This is an optimization exercise on Yosys and OpenROAD, whose aim is a short achievable clock period and few clock cycles per item, not a production implementation.
Only simulation tests tie the RTL to the original design; equivalence was not proved.
Power is estimated from default activity; no workload was simulated.

## east
## mrct_decoder
module mrct_decoder (
    input  wire        clk,
    input  wire        rst,
    input  wire        start,
    input  wire        kind,         
    input  wire [11:0] width,
    input  wire [11:0] height,
    input  wire [23:0] src_len,
    input  wire [23:0] dst_cap,
    output wire        src_re,
    output wire [23:0] src_addr,
    input  wire [7:0]  src_rdata,
    output wire        dst_re,
    output wire [23:0] dst_raddr,
    input  wire [7:0]  dst_rdata,
    output wire        dst_we,
    output wire [23:0] dst_waddr,
    output wire [7:0]  dst_wdata,
    output wire        busy,
    output reg         done,
    output reg         error,
    output reg  [3:0]  err_code,
    output reg  [23:0] src_pos,
    output reg  [23:0] dst_pos,
    output reg  [23:0] err_pos
);
    localparam [3:0] ERR_TRUNCATED   = 4'd1,
                     ERR_SRC_SHORT   = 4'd2,
                     ERR_PIXEL_OOB   = 4'd3,
                     ERR_SHIFT_PARAM = 4'd4,
                     ERR_CONFIG      = 4'd5;
    localparam P_IDLE  = 0,
               P_CFG0  = 1,
               P_MUL   = 2,
               P_CHK   = 3,
               P_FETCH = 4,
               P_W1    = 5,
               P_W2    = 6,
               P_C1    = 7,
               P_E1    = 8,
               P_E2    = 9,
               P_E3    = 10,
               P_E4    = 11,
               P_C2    = 12,
               P_UPD   = 13,
               P_END   = 14;
    localparam NPS = 15;
    localparam [1:0] SEL_SRC = 2'd0,    
                     SEL_MEM = 2'd1,    
                     SEL_F1  = 2'd2,    
                     SEL_F2  = 2'd3;    
  ...
clock: 11.0 ns
lec_check: 0
cap_margin: 20
core_margin: 2
core_utilization: 65
slew_margin: 20
standard.sh (not shown) runs the stock make flow with config.mk's settings and CLKGATE_MAP_FILE= SYNTH_SCRIPT=/design/flow/synth_recipe.tcl, a recipe that flattens the netlist after the stock synthesis.
==> flow/flow/run.sh <==
#!/bin/bash
set -euo pipefail
MARGIN=${MARGIN:-8.0}
bash standard.sh synth > synth.log 2>&1
bash standard.sh SETUP_SLACK_MARGIN=$MARGIN finish > layout.log 2>&1
Testbench counts of east, summed over its fixed seeds: cycles 378,078, bytes 374,011.
--- input diff east..south ---
--- a/flow/design.v
+++ b/flow/design.v
@@ -114,22 +114,20 @@
             6'd60: rcd = {3'd2, -6'sd1};
             6'd61: rcd = {3'd2, -6'sd1};
             6'd62: rcd = {3'd2, -6'sd2};
             6'd63: rcd = {3'd2, -6'sd2};
             default: rcd = 9'd0;
         endcase
     endfunction
     reg  [NPS-1:0] ps;
     reg            busy_r;
     reg            idle_r;          
-    reg  [3:0]     ecode;           
-    reg  [23:0]    spos_h, epos_h;  
     assign busy = busy_r;
     reg         pal;
     reg  [23:0] jdc;
     reg  [11:0] mul_m;          
     reg  [13:0] tw1;            
     reg  [15:0] tw3;            
     reg  [2:0]  mcnt;
     reg  [15:0] mul_d;          
     reg         wz;             
     reg  [23:0] pp;             
@@ -165,21 +163,20 @@
     reg         i_valid, i_end;       
     reg  [1:0]  i_sel;
     reg         r_valid, r_end;       
     reg  [1:0]  r_sel;
     reg         src_re_r;
     reg  [23:0] src_addr_r;
     reg         dst_re_r;
     reg  [23:0] dst_raddr_r;
     reg         dst_we_r;
     reg  [23:0] dst_waddr_r;
-    reg  [23:0] wptr;           
     reg  [7:0]  wdata;          
     reg  [7:0]  h1, h2;         
     reg         w_end;
     assign src_re    = src_re_r;
     assign src_addr  = src_addr_r;
     assign dst_re    = dst_re_r;
     assign dst_raddr = dst_raddr_r;
     assign dst_we    = dst_we_r;
     assign dst_waddr = dst_waddr_r;
     assign dst_wdata = wdata;
@@ -359,80 +356,76 @@
         end
         src_addr_r  <= p_rd ? (ps[P_UPD] ? nx_pp : pp) : lit_addr;
         dst_raddr_r <= cpy_addr;
         i_sel       <= issue_mode;
         r_sel       <= i_sel;
         wdata <= w_new;
         if (r_valid) begin
             h1 <= w_new;
             h2 <= h1;
         end
-        dst_waddr_r <= wptr;
-        wptr        <= ps[P_CFG0] ? 24'd0 : wptr + {23'd0, r_valid};
-        err_code <= (rst || accept) ? 4'd0 : ecode;
-        src_pos  <= rst ? 24'd0 : spos_h;
-        err_pos  <= rst ? 24'd0 : epos_h;
-        dst_pos  <= rst ? 24'd0 : dpos;
+        dst_waddr_r <= ps[P_CFG0] ? 24'd0 : dst_waddr_r + {23'd0, dst_we_r};
         if (rst) begin
             ps       <= {{(NPS-1){1'b0}}, 1'b1};
             busy_r   <= 1'b0;
             idle_r   <= 1'b1;
             done     <= 1'b0;
             error    <= 1'b0;
-            ecode <= 4'd0;
-            spos_h  <= 24'd0;
-            dpos     <= 24'd0;
-            epos_h  <= 24'd0;
+            err_code <= 4'd0;
+            src_pos  <= 24'd0;
+            dst_pos  <= 24'd0;
+            err_pos  <= 24'd0;
             h_valid  <= 1'b0;
             be_has   <= 1'b0;
             i_valid  <= 1'b0;
             i_end    <= 1'b0;
             r_valid  <= 1'b0;
             r_end    <= 1'b0;
             src_re_r <= 1'b0;
             dst_re_r <= 1'b0;
             dst_we_r <= 1'b0;
             w_end    <= 1'b0;
         end else begin
             ps <= ps_nx;
+            if (!idle_r) dst_pos <= dpos;
             if (ps[P_CFG0]) dpos <= 24'd0;
             if (ps[P_CHK]) begin
-                spos_h <= 24'd0;
-                epos_h <= 24'd0;
-                if (cfg_bad)        ecode <= ERR_CONFIG;
-                else if (cfg_trunc) ecode <= ERR_TRUNCATED;
+                src_pos <= 24'd0;
+                err_pos <= 24'd0;
+                if (cfg_bad)        err_code <= ERR_CONFIG;
+                else if (cfg_trunc) err_code <= ERR_TRUNCATED;
             end
             if (uf_ok) begin
-                spos_h <= nx_pp;
-                epos_h <= h_final ? 24'd0 : nx_pp;
-                if (!h_final && !nx_slnz) ecode <= ERR_TRUNCATED;
+                src_pos <= nx_pp;
+                err_pos <= h_final ? 24'd0 : nx_pp;
+                if (!h_final && !nx_slnz) err_code <= ERR_TRUNCATED;
             end
-            if ((c1_ext || ps[P_E1]) && !sl_nz) ecode <= ERR_TRUNCATED;
+            if ((c1_ext || ps[P_E1]) && !sl_nz) err_code <= ERR_TRUNCATED;
             if (ps[P_UPD] && u_err)
-                ecode <= e_oob ? ERR_PIXEL_OOB : e_short ? ERR_SRC_SHORT : ERR_SHIFT_PARAM;
+                err_code <= e_oob ? ERR_PIXEL_OOB : e_short ? ERR_SRC_SHORT : ERR_SHIFT_PARAM;
             h_valid <= hv && !take;
             if (take)       be_has <= 1'b1;
             else if (be_go) be_has <= !be_last;
             i_valid  <= issue_now;
             i_end    <= (ps[P_END] && end_ok) || issue_fin;
             src_re_r <= p_rd || (issue_now && issue_lit);
             dst_re_r <= issue_now && !issue_lit && (issue_mode == SEL_MEM);
             r_valid  <= i_valid;
             r_end    <= i_end;
             dst_we_r <= r_valid;
             w_end    <= r_end;
             if (accept) begin
                 busy_r   <= 1'b1;
                 idle_r   <= 1'b0;
                 done     <= 1'b0;
                 error    <= 1'b0;
-                ecode <= 4'd0;
+                err_code <= 4'd0;
             end
             if (w_end) begin
                 busy_r <= 1'b0;
                 idle_r <= 1'b1;
-                done   <= (ecode == 4'd0);
-                error  <= (ecode != 4'd0);
+                done   <= (err_code == 4'd0);
+                error  <= (err_code != 4'd0);
             end
         end
     end
 endmodule
==> comparison <==
Summary of south over east: share of total power in the clock network fell 1.2 points, count of sequential standard cells fell 9.3%, global-route usage rose 2.6 points, non-clock buffer count rose 53. Per the comparison of south with east, period utilization now sits at about the same level, layout overhead on the synthesized area now sits higher. south ran to completion and came out clean on the timing, design-rule and antenna checks. east | status: complete | timing, DRC, antenna: pass. Clock power, south vs east: down by a little under 10%.
Testbench counts of south, summed over its fixed seeds: cycles 378,078, bytes 374,011.

[afterwards: timing with drivers on the ports]
Ports are ideal in the flow. The routed layouts listed here were re-timed in OpenROAD. Step 1 assumes that a clkbuf_16 drives the clock port and a buf_2 every other input. Step 2 also shifts input and output timing later by t, the mid clock arrival at the registers, as if the neighbouring blocks saw the same clock. a / b / c = ideal / step 1 / step 2; a / b = the first two.
| run | shift t [ns] | setup WS [ns] | hold WS [ns] | clock arrival spread, ns |
|---|---|---|---|---|
| east | 0.695 | 7.684 / 7.619 / 7.150 | 0.330 / 0.330 / 0.330 | 0.019 / 0.019 |
| south | 0.698 | 7.670 / 7.601 / 7.230 | 0.346 / 0.346 / 0.346 | 0.022 / 0.021 |
After both steps every run listed still meets setup and hold. The setup slack of east, which loses most, moves by -0.065 ns with the drivers and by -0.534 ns with both steps.
